What follows belongs to an exercise in optimizing a design on an open flow for small area; a production flow would make more cautious choices.
For this run, only the layout was checked, not whether the RTL still works.
No activity file was given, so power comes from the tool's default toggle rates.

File: flow/run.sh
#!/bin/bash
# synth_recipe.tcl (not shown) runs the flow's synth.tcl, then flattens the netlist and writes it again
# the make line also repeats each setting of config.mk as NAME=value (left out here)
make -C /OpenROAD-flow-scripts/flow DESIGN_CONFIG=/design/flow/config.mk WORK_HOME=/design/flow/orfs CLKGATE_MAP_FILE= SYNTH_SCRIPT=/design/flow/synth_recipe.tcl finish
File: flow/config.mk
export PLATFORM = sky130hd
export DESIGN_NAME = irlink
export DESIGN_NICKNAME = irlink
export VERILOG_FILES = /design/flow/design.v
export SDC_FILE = /design/flow/constraint.sdc
export NUM_CORES = 4
export LEC_CHECK = 0
export CAP_MARGIN = 20
export CORE_MARGIN = 2
export CORE_UTILIZATION = 40
export SLEW_MARGIN = 20
File: flow/constraint.sdc
create_clock -name core_clock -period 10.0 [get_ports {clk}]
set_input_delay 2.0000 -clock core_clock [delete_from_list [all_inputs] [get_ports {clk}]]
set_output_delay 2.0000 -clock core_clock [all_outputs]
set_load 0.01 [all_outputs]
File: flow/design.v
module nib_rom (
    input  wire [3:0] v,
    output reg  [5:0] code
);
    always @(*) begin
        case (v)
            4'h0: code = 6'h0B;
            4'h1: code = 6'h0D;
            4'h2: code = 6'h13;
            4'h3: code = 6'h15;
            4'h4: code = 6'h16;
            4'h5: code = 6'h19;
            4'h6: code = 6'h1A;
            4'h7: code = 6'h23;
            4'h8: code = 6'h25;
            4'h9: code = 6'h26;
            4'hA: code = 6'h29;
            4'hB: code = 6'h2A;
            4'hC: code = 6'h2C;
            4'hD: code = 6'h31;
            4'hE: code = 6'h32;
            default: code = 6'h34;
        endcase
    end
endmodule
module ir_pa_tx (
    input  wire       clk,
    input  wire       rst,
    input  wire       start,       
    input  wire [9:0] len,
    input  wire [7:0] p,
    output wire [9:0] addr,
    input  wire [7:0] rdata,
    output reg        busy,
    output wire       line,
    output reg        done
);
    reg [9:0] n;         
    reg [7:0] p_q;
    reg [9:0] bi;        
    reg [2:0] k;         
    reg       term;      
    reg       half;      
    reg [9:0] cnt;       
    wire [9:0] n_clamped = (len > 10'd512) ? 10'd512 : len;
    wire [9:0] p1 = {2'b00, p_q} - 10'd1;
    wire [9:0] p3 = {2'b00, p_q} * 10'd3 - 10'd1;
    wire [9:0] p4 = {2'b00, p_q} * 10'd4 - 10'd1;
    assign addr = bi;
    assign line = busy & ~half;
    always @(posedge clk) begin
        if (rst) begin
            busy <= 1'b0;
            done <= 1'b0;
            n    <= 10'd0;
            p_q  <= 8'd0;
            bi   <= 10'd0;
            k    <= 3'd0;
            term <= 1'b0;
            half <= 1'b0;
            cnt  <= 10'd0;
        end else begin
            done <= 1'b0;
            if (!busy) begin
                if (start) begin
                    busy <= 1'b1;
                    n    <= n_clamped;
                    p_q  <= p;
                    bi   <= 10'd0;
                    k    <= 3'd0;
                    half <= 1'b0;
                    if (n_clamped == 10'd0) begin
                        term <= 1'b1;
                        cnt  <= {2'b00, p} * 10'd3 - 10'd1;
                    end else begin
                        term <= 1'b0;
                        cnt  <= {2'b00, p} - 10'd1;
                    end
                end
            end else if (cnt != 10'd0) begin
                cnt <= cnt - 10'd1;
            end else if (!half) begin
                half <= 1'b1;
                if (term)
                    cnt <= p1;
                else if (rdata[k])
                    cnt <= p4;
                else
                    cnt <= p1;
            end else begin
                half <= 1'b0;
                if (term) begin
                    busy <= 1'b0;
                    done <= 1'b1;
                    term <= 1'b0;
                    bi   <= 10'd0;
                    k    <= 3'd0;
                end else if (k == 3'd7) begin
                    k  <= 3'd0;
                    bi <= bi + 10'd1;
                    if (bi + 10'd1 == n) begin
                        term <= 1'b1;
                        cnt  <= p3;
                    end else begin
                        cnt  <= p1;
                    end
                end else begin
                    k   <= k + 3'd1;
                    cnt <= p1;
                end
            end
        end
    end
endmodule
module ir_pb_tx (
    input  wire       clk,
    input  wire       rst,
    input  wire       start,       
    input  wire [9:0] len,
    input  wire [7:0] h,
    input  wire [3:0] npre,
    input  wire       pre_aa,      
    output wire [9:0] addr,
    input  wire [7:0] rdata,
    output reg        busy,
    output wire       line,
    output reg        done
);
    reg [9:0] n;         
    reg [7:0] h_q;
    reg [7:0] pre_byte;
    reg [3:0] pre_left;  
    reg [9:0] in_ptr;    
    reg [1:0] grp_o;     
    reg [7:0] hold;      
    reg [7:0] shreg;     
    reg [2:0] k;         
    reg [8:0] cnt;       
    /*verilator lint_off UNUSEDSIGNAL*/
    wire [5:0] t_rd_hi, t_rd_lo, t_hd_hi, t_hd_lo;
    /*verilator lint_on UNUSEDSIGNAL*/
    nib_rom u_rom0 (.v(rdata[7:4]), .code(t_rd_hi));
    nib_rom u_rom1 (.v(rdata[3:0]), .code(t_rd_lo));
    nib_rom u_rom2 (.v(hold[7:4]),  .code(t_hd_hi));
    nib_rom u_rom3 (.v(hold[3:0]),  .code(t_hd_lo));
    wire [8:0] bit_len = {h_q, 1'b0} - 9'd1;
    wire       last_byte = (pre_left == 4'd0) && (in_ptr == n) && (grp_o == 2'd0);
    assign addr = in_ptr;
    assign line = busy & ~shreg[7];
    always @(posedge clk) begin
        if (rst) begin
            busy     <= 1'b0;
            done     <= 1'b0;
            n        <= 10'd0;
            h_q      <= 8'd0;
            pre_byte <= 8'd0;
            pre_left <= 4'd0;
            in_ptr   <= 10'd0;
            grp_o    <= 2'd0;
            hold     <= 8'd0;
            shreg    <= 8'd0;
            k        <= 3'd0;
            cnt      <= 9'd0;
        end else begin
            done <= 1'b0;
            if (!busy) begin
                if (start) begin
                    busy     <= 1'b1;
                    n        <= len;
                    h_q      <= h;
                    pre_byte <= pre_aa ? 8'hAA : 8'h55;
                    grp_o    <= 2'd0;
                    k        <= 3'd0;
                    cnt      <= {h, 1'b0} - 9'd1;
                    if (npre != 4'd0) begin
                        shreg    <= pre_aa ? 8'hAA : 8'h55;
                        pre_left <= npre - 4'd1;
                        in_ptr   <= 10'd0;
                    end else begin
                        shreg    <= rdata;         
                        pre_left <= 4'd0;
                        in_ptr   <= 10'd1;
                    end
                end
            end else if (cnt != 9'd0) begin
                cnt <= cnt - 9'd1;
            end else if (k != 3'd7) begin
                k     <= k + 3'd1;
                shreg <= {shreg[6:0], 1'b0};
                cnt   <= bit_len;
            end else if (last_byte) begin
                busy   <= 1'b0;
                done   <= 1'b1;
                in_ptr <= 10'd0;
                k      <= 3'd0;
                shreg  <= 8'd0;
            end else begin
                k   <= 3'd0;
                cnt <= bit_len;
                if (pre_left != 4'd0) begin
                    shreg    <= pre_byte;
                    pre_left <= pre_left - 4'd1;
                end else if (in_ptr < 10'd4) begin
                    shreg  <= rdata;
                    in_ptr <= in_ptr + 10'd1;
                end else begin
                    case (grp_o)
                        2'd0: begin
                            shreg  <= {t_rd_hi, t_rd_lo[5:4]};
                            hold   <= rdata;
                            in_ptr <= in_ptr + 10'd1;
                            grp_o  <= 2'd1;
                        end
                        2'd1: begin
                            shreg  <= {t_hd_lo[3:0], t_rd_hi[5:2]};
                            hold   <= rdata;
                            in_ptr <= in_ptr + 10'd1;
                            grp_o  <= 2'd2;
                        end
                        default: begin
                            shreg  <= {t_hd_hi[1:0], t_hd_lo};
                            grp_o  <= 2'd0;
                        end
                    endcase
                end
            end
        end
    end
endmodule
module ir_rx (
    input  wire       clk,
    input  wire       rst,
    input  wire       rearm,       
    input  wire       pin,
    input  wire       clear,       
    input  wire [3:0] rd_idx,
    output wire [7:0] rd_data,
    output wire [3:0] buf_len,
    output wire       active,
    output reg        boot_jump,
    output reg        booted
);
    localparam [11:0] TMR_MAX = 12'hFFF;
    localparam [3:0]  RX_CAP  = 4'd10;
    reg        pin_prev;
    reg [11:0] tmr;
    reg [11:0] ref_len;
    reg [7:0]  rx_byte;
    reg [2:0]  rx_bits;
    reg [3:0]  rx_idx;
    reg [3:0]  rx_len;
    reg        comm_active;
    reg [7:0]  rx_buf [0:9];
    wire fall = pin_prev & ~pin;
    wire rise = ~pin_prev & pin;
    wire take = (fall | rise) & ~booted & (rx_len == 4'd0);
    wire        over   = {1'b0, tmr} > {ref_len, 1'b0};
    wire        have_ref = (ref_len != 12'd0);
    wire        bit_in = have_ref & over;
    wire [7:0]  byte_next = rx_byte | ({7'd0, bit_in} << rx_bits);
    wire boot_match = (rx_idx == 4'd4) &&
                      (rx_buf[0] == 8'h42) && (rx_buf[1] == 8'h4F) &&
                      (rx_buf[2] == 8'h4F) && (rx_buf[3] == 8'h54);
    assign rd_data = (rd_idx < RX_CAP) ? rx_buf[rd_idx] : 8'h00;
    assign buf_len = rx_len;
    assign active  = comm_active & ~booted;
    always @(posedge clk) begin
        if (rst)
            pin_prev <= 1'b1;
        else
            pin_prev <= pin;
    end
    always @(posedge clk) begin
        if (rst || rearm) begin
            tmr         <= 12'd0;
            ref_len     <= 12'd0;
            rx_byte     <= 8'd0;
            rx_bits     <= 3'd0;
            rx_idx      <= 4'd0;
            rx_len      <= 4'd0;
            comm_active <= 1'b0;
            boot_jump   <= 1'b0;
            booted      <= 1'b0;
        end else begin
            boot_jump <= 1'b0;
            if (clear && !booted)
                rx_len <= 4'd0;
            if (take) begin
                tmr <= 12'd1;
                if (fall) begin
                    comm_active <= 1'b1;
                    if (have_ref) begin
                        if (rx_bits == 3'd7) begin
                            if (rx_idx < RX_CAP)
                                rx_idx <= rx_idx + 4'd1;
                            rx_bits <= 3'd0;
                            rx_byte <= 8'd0;
                        end else begin
                            rx_bits <= rx_bits + 3'd1;
                            rx_byte <= byte_next;
                        end
                    end
                end else begin
                    if (have_ref && over) begin
                        rx_idx  <= 4'd0;
                        rx_bits <= 3'd0;
                        rx_byte <= 8'd0;
                        if (boot_match) begin
                            rx_len    <= 4'd0;
                            booted    <= 1'b1;
                            boot_jump <= 1'b1;
                        end else begin
                            rx_len <= rx_idx;
                        end
                    end else begin
                        ref_len <= tmr;
                    end
                end
            end else if (tmr == TMR_MAX) begin
                tmr <= 12'd0;
                if (!booted) begin
                    ref_len     <= 12'd0;
                    rx_byte     <= 8'd0;
                    rx_bits     <= 3'd0;
                    rx_idx      <= 4'd0;
                    comm_active <= 1'b0;
                end
            end else begin
                tmr <= tmr + 12'd1;
            end
        end
    end
    always @(posedge clk) begin
        if (!rst && !rearm && take && fall && have_ref &&
            rx_bits == 3'd7 && rx_idx < RX_CAP)
            rx_buf[rx_idx] <= byte_next;
    end
endmodule
module irlink (
    input  wire       clk,
    input  wire       rst,
    input  wire       tx_start,
    input  wire       tx_proto,    
    input  wire [9:0] tx_len,
    input  wire [7:0] cfg_p,
    input  wire [7:0] cfg_h,
    input  wire [3:0] cfg_npre,
    input  wire       cfg_pre_aa,
    output wire [9:0] tx_addr,
    input  wire [7:0] tx_rdata,
    output wire       tx_busy,
    output wire       tx_line,
    output wire       tx_done,
    output reg  [1:0] tx_err,
    input  wire       rx_pin,
    input  wire       rx_rearm,
    input  wire       rx_clear,
    input  wire [3:0] rx_rd_idx,
    output wire [7:0] rx_rd_data,
    output wire [3:0] rx_len,
    output wire       rx_active,
    output wire       boot_jump,
    output wire       booted
);
    localparam [1:0] ST_OK    = 2'd0;
    localparam [1:0] ST_ALIGN = 2'd1;
    localparam [1:0] ST_CAP   = 2'd2;
    localparam [1:0] ST_TRUNC = 2'd3;
    localparam [10:0] B_OUT_CAP = 11'd256;
    wire a_busy, a_line, a_done;
    wire b_busy, b_line, b_done;
    wire [9:0] a_addr, b_addr;
    wire [9:0]  m        = tx_len - 10'd4;
    wire        b_short  = (tx_len < 10'd4);
    wire        b_odd    = m[0];
    wire [10:0] b_frame  = {7'd0, cfg_npre} + 11'd4 + {1'b0, m[9:1]} * 11'd3;
    wire        b_big    = (b_frame > B_OUT_CAP);
    wire accept  = tx_start & ~tx_busy;
    wire start_a = accept & ~tx_proto;
    wire start_b = accept & tx_proto & ~b_short & ~b_odd & ~b_big;
    ir_pa_tx u_pa (
        .clk(clk), .rst(rst), .start(start_a), .len(tx_len), .p(cfg_p),
        .addr(a_addr), .rdata(tx_rdata),
        .busy(a_busy), .line(a_line), .done(a_done)
    );
    ir_pb_tx u_pb (
        .clk(clk), .rst(rst), .start(start_b), .len(tx_len), .h(cfg_h),
        .npre(cfg_npre), .pre_aa(cfg_pre_aa),
        .addr(b_addr), .rdata(tx_rdata),
        .busy(b_busy), .line(b_line), .done(b_done)
    );
    assign tx_busy = a_busy | b_busy;
    assign tx_line = a_line | b_line;
    assign tx_addr = b_busy ? b_addr : a_addr;
    assign tx_done = a_done | b_done;
    always @(posedge clk) begin
        if (rst) begin
            tx_err  <= ST_OK;
        end else begin
            if (accept) begin
                if (!tx_proto)
                    tx_err <= (tx_len > 10'd512) ? ST_TRUNC : ST_OK;
                else if (b_short || b_odd)
                    tx_err <= ST_ALIGN;
                else if (b_big)
                    tx_err <= ST_CAP;
                else
                    tx_err <= ST_OK;
            end
        end
    end
    ir_rx u_rx (
        .clk(clk), .rst(rst), .rearm(rx_rearm), .pin(rx_pin),
        .clear(rx_clear), .rd_idx(rx_rd_idx), .rd_data(rx_rd_data),
        .buf_len(rx_len), .active(rx_active),
        .boot_jump(boot_jump), .booted(booted)
    );
endmodule
==> run summary <==
==> placed cells by master (no fill, tap or decap), types with 29 or more instances in the layout <==
cell             count
o21ai_0             73
inv_1              115
a21oi_1            136
nand3_1             61
edfxtp_1            80
nor2_1             148
nor3_1              42
xor2_1              31
dfxtp_1            167
nand4_1             32
xnor2_1             65
nand2_1            193
ha_1                95
clkbuf_16           29
mux2i_1             29
clkdlybuf4s50_1     78
==> power by group through the flow <==
stage,Combinational (mW),Clock (mW),Sequential [mW]
2_1_floorplan,0.339,0,1.09
3_3_place_gp,0.453,0,1.10
3_5_place_dp,0.460,0,1.10
4_1_cts,0.462,1.10,1.07
5_1_grt,0.520,1.14,1.08
6_report,0.460,1.08,1.07
==> kinds of logic after synthesis <==
family	synth area share, %
buf+inv	5.08
simple gates	19.3
mux	6.20
xor+xnor	5.74
flops	38.3
compound gates	16.6
fa+ha+maj	8.71
==> metal layers <==
layer / share of wire [%] / up-vias
li1: - / 6250
met1: 47 / 5916
met2: 47 / 280
met3: 4.4 / 57
met4: 2.1 / 0
met5: 0 / -
==> cell usage after synthesis (all sizes together) (5+ instances only) <==
library cell,instances,area share [%]
a211o,5,0.29
a211oi,22,1.1
a21o,19,0.95
a21oi,136,4.5
a22oi,16,0.80
a31oi,20,0.83
and2,16,0.67
and3,12,0.50
buf,11,0.39
clkbuf,69,1.7
dfxtp,168,22
edfxtp,80,16
fa,6,0.80
ha,95,7.9
inv,116,2.9
mux2,19,1.4
mux2i,29,1.9
mux4,19,2.8
nand2,193,4.8
nand2b,12,0.50
nand3,61,2.0
nand3b,6,0.30
nand4,32,1.3
nor2,150,3.8
nor2b,9,0.37
nor3,47,1.7
nor4,19,0.87
o211a,5,0.33
o211ai,15,0.75
o21a,7,0.35
o21ai,82,2.7
o21bai,5,0.25
o22ai,12,0.50
o31ai,17,0.85
or2,9,0.37
or3,7,0.32
or3b,7,0.41
or4,7,0.35
xnor2,65,3.8
xor2,31,1.8
==> through the flow <==
stage / hold slack [ns] / instance area [µm²]
after floorplan: 0.436 / 15000
after global routing: 0.479 / 17200
after detailed placement: 0.448 / 16200
final: 0.454 / 17200
after CTS: 0.456 / 17200
after global placement: 0.443 / 16200
==> worst reg2reg max path, delay by kind of cell (launching register included) <==
kind | cells | cell delay, ns
muxes | 1 | 0.17
AOI/OAI and AO/OA | 2 | 0.33
adders and majority gates | 2 | 0.50
and+or+nand+nor | 5 | 1.82
buffers and inverters | 3 | 0.51
DFF | 1 | 0.32
==> area by class of cell <==
type	instances	area share [%]
multi-input combinational	1267	49.6
sequential	248	33.5
timing repair buffer	93	5.19
clock buffer	38	4.82
tap	474	3.45
inverter	119	2.60
clock inverter	14	0.858
antenna	2	0.0291
==> worst max path at each step <==
| stage | startpoint | end | slack [ns] |
|---|---|---|---|
| after global placement | tx_len[2] | u_pb.cnt[6]$_SDFFE_PP0P_ | 2.73 |
| final | tx_len[2] | u_pb.cnt[4]$_SDFFE_PP0P_ | 3.17 |
| after detailed placement | tx_len[2] | u_pb.cnt[4]$_SDFFE_PP0P_ | 2.64 |
| after global routing | tx_len[2] | u_pb.cnt[6]$_SDFFE_PP0P_ | 2.74 |
| after CTS | rx_rd_idx[1] | rx_rd_data[4] | 3.09 |
| after floorplan | tx_len[3] | u_pb.cnt[6]$_SDFFE_PP0P_ | 4.16 |
==> flip-flops by register name (all words and copies together), names as in the netlist, 3 cells and up <==
name	flops
u_pb.in_ptr	10
u_pa.cnt	10
u_pa.n	10
u_rx.rx_idx	4
u_pa.k	3
u_rx.rx_bits	3
u_pb.pre_left	4
u_pb.n	10
u_pa.bi	10
u_rx.rx_len	4
u_rx.tmr	12
u_pb.cnt	9
u_rx.rx_buf	80
u_pb.shreg	8
u_rx.rx_byte	8
u_pa.p_q	8
u_pb.k	3
u_pb.h_q	8
u_rx.ref_len	12
u_pb.hold	8
u_pb.t_hd_lo	6
==> results.py <==
metrics = {
    "cells_and_area": {
        "regArea_mm2": 0.00577,
        "finish.utilization_pct": 46.1,
        "multi_input_area_mm2": 0.00853,
        "area_delta_synth_final_pct": 14.5,
        "drive_gt1_share_pct": 7.42,
        "nFillCells": 3576,
        "layout.cells.non_filler": 2255,
        "fin_nets": 1909,
    },
    "power": {
        "power_density_mw_per_mm2": 152,
        "p_sw_share_pct": 28.3,
        "seqPwrFrac_pct": 41.1,
        "p_int_mw": 1.87,
        "p_comb_share_pct": 17.6,
        "total_power_mw": 2.62,
        "power_switching_uw": 741,
        "ir_drop_uv": 115,
        "clockPowerShare_pct": 41.3,
        "p_leak_nw": 6.37,
    },
    "synth": {
        "seq_area_frac_synth_pct": 38.3,
        "synth-edff-count": 80,
        "synth_warnings": 5,
        "synth_ff_type": "dfxtp_1",
        "ys_ff_latch": 248,
        "avgSynthCellArea_um2": 8.77,
        "syn_area_mm2": 0.0150,
        "syn_inst": 1714,
        "ys_types": 82,
        "async_flop_share_pct": 0,
        "syn-num-nets": 1865,
    },
    "worst_setup_path": {
        "crit_arrival_ns": 7.25,
        "endpoint_kind": "flop",
        "critPathMostFrequentCell": "inv_1",
        "reg2reg_to": "u_pb.t_hd_lo[3]$_DFF_P_",
        "critPathMaxFanout": 13,
        "critPathLaunchType": "input pin",
        "required_ns": 10.42,
        "path_class": "input pin to flop",
        "cp_slowest_cell": "clkdlybuf4s50_1",
        "ff2ff_setup_slack_ns": 6.22,
        "slowest_delay_ns": 0.70,
        "r2r_cells": 13,
        "crit_family": "compound AO/OA/AOI/OAI gates",
        "r2r_start": "u_pb.cnt[0]$_SDFFE_PP0P_",
        "crit_buf_inv": 4,
        "cp_cell_sequence": "clkdlybuf4s50_1 > inv_1 > ha_1 > xor2_1 > inv_1 > fa_1 > inv_1 > ha_1 > fa_1 > a21o_1 > a211oi_1 > o22ai_1 > nor4_1 > o2111ai_1 > a21boi_2 > mux2i_1 > nor2_1",
        "path_depth": 17,
    },
    "clock_network": {
        "numCtsBuffers": 29,
        "cts-root-buf": "clkbuf_16",
        "tritoncts": "done",
        "holdBufCountCts": 0,
        "cts_setup_buffers": 0,
        "htree_levels": 1,
        "clock_sinks": 248,
        "clk_path_buf_depth": 3,
        "insertion_delay_ns": 0.56,
        "path_clk_slew_ns": 0.06,
        "cts_resized": 0,
    },
    "global_route": {
        "use_met2_pct": 32.8,
        "met3_usage_pct": 2.21,
        "grtUsageMet1_pct": 26.8,
        "grt_pass1_wl_mm": 62.3,
        "grt-ovfl-total": 0,
        "first_global_vias": 11900,
        "grt_usage_pct": 19.6,
        "grt_max_degree": 63,
        "grt_antenna_before_repair": 2,
        "busiest_layer": "met2",
    },
    "min_path": {
        "min_from": "u_pa.p_q[4]$_SDFFE_PP0P_",
        "min_path_type": "flop to flop",
        "hold_path_end": "u_pa.p_q[4]$_SDFFE_PP0P_",
        "holdPathStages": 2,
    },
    "floorplan": {
        "row_count": 71,
        "io_pins": 80,
        "die_h_um": 198,
        "die_x_um": 198,
        "core_mm2": 0.0373,
        "die-area_mm2": 0.0392,
        "initial_utilization_pct": 40.3,
    },
    "sta": {
        "relSlewSlack_pct": 30.0,
        "setup_viol": 0,
        "slew_violations": 0,
        "rsz0062_at_grt": "false",
        "finalCritPeriodShare_pct": 68.3,
        "skew_ns": 0.0118,
        "fmax_ghz": 0.146,
        "worst_slack_ns": 3.17,
        "worstMarginPinSlew_ns": 1.05,
        "finalHoldViolCount": 0,
        "tns_ns": 0,
        "fin_crit_ns": 6.83,
    },
    "placed_design": {
        "port_buffers": 79,
        "gp_congestion": 0.839,
        "place_ws_ns": 2.64,
        "dp_cells": 2201,
        "dp_hpwl_mm": 27.5,
    },
    "detailed_routing": {
        "avgViaCountPerCell": 5.54,
        "drtIter0Drc": 834,
        "antenna_left": 0,
        "dr.pass1.iters": 5,
        "routedWlPerCell_um": 17.0,
        "vias": 12500,
        "wl_mm": 38.3,
        "drcViolationCount": 0,
    },
    "flow_run": {
        "max_cap_violations": 0,
    },
    "run_status": {
        "status": "finished clean",
    },
}

## separate check: timing with driven ports
The flow's constraints put no driver on any port. The routed layout listed below was extracted and timed again, unchanged, in two steps.
Step 1: set_driving_cell puts a clkbuf_16 on clk and a buf_2 on each other input, an assumption about the parent block.
Step 2, shift: input delay + t, output delay - t, t = (earliest + latest rising clock arrival at the registers) / 2. This alone moves slack from input paths to output paths.
Slacks: ideal ports / drivers / drivers and shift; pairs: ideal ports / drivers.
t, ns: 0.605
setup WS [ns]: 3.172 / 3.157 / 2.597
clock arrival spread, ns: 0.012 / 0.012
slew at the worst register clock pin (ns): 0.07 / 0.07
After both steps setup and hold are still met in this run. The setup slack of this run moves by -0.015 ns with the drivers and by -0.575 ns with both steps.
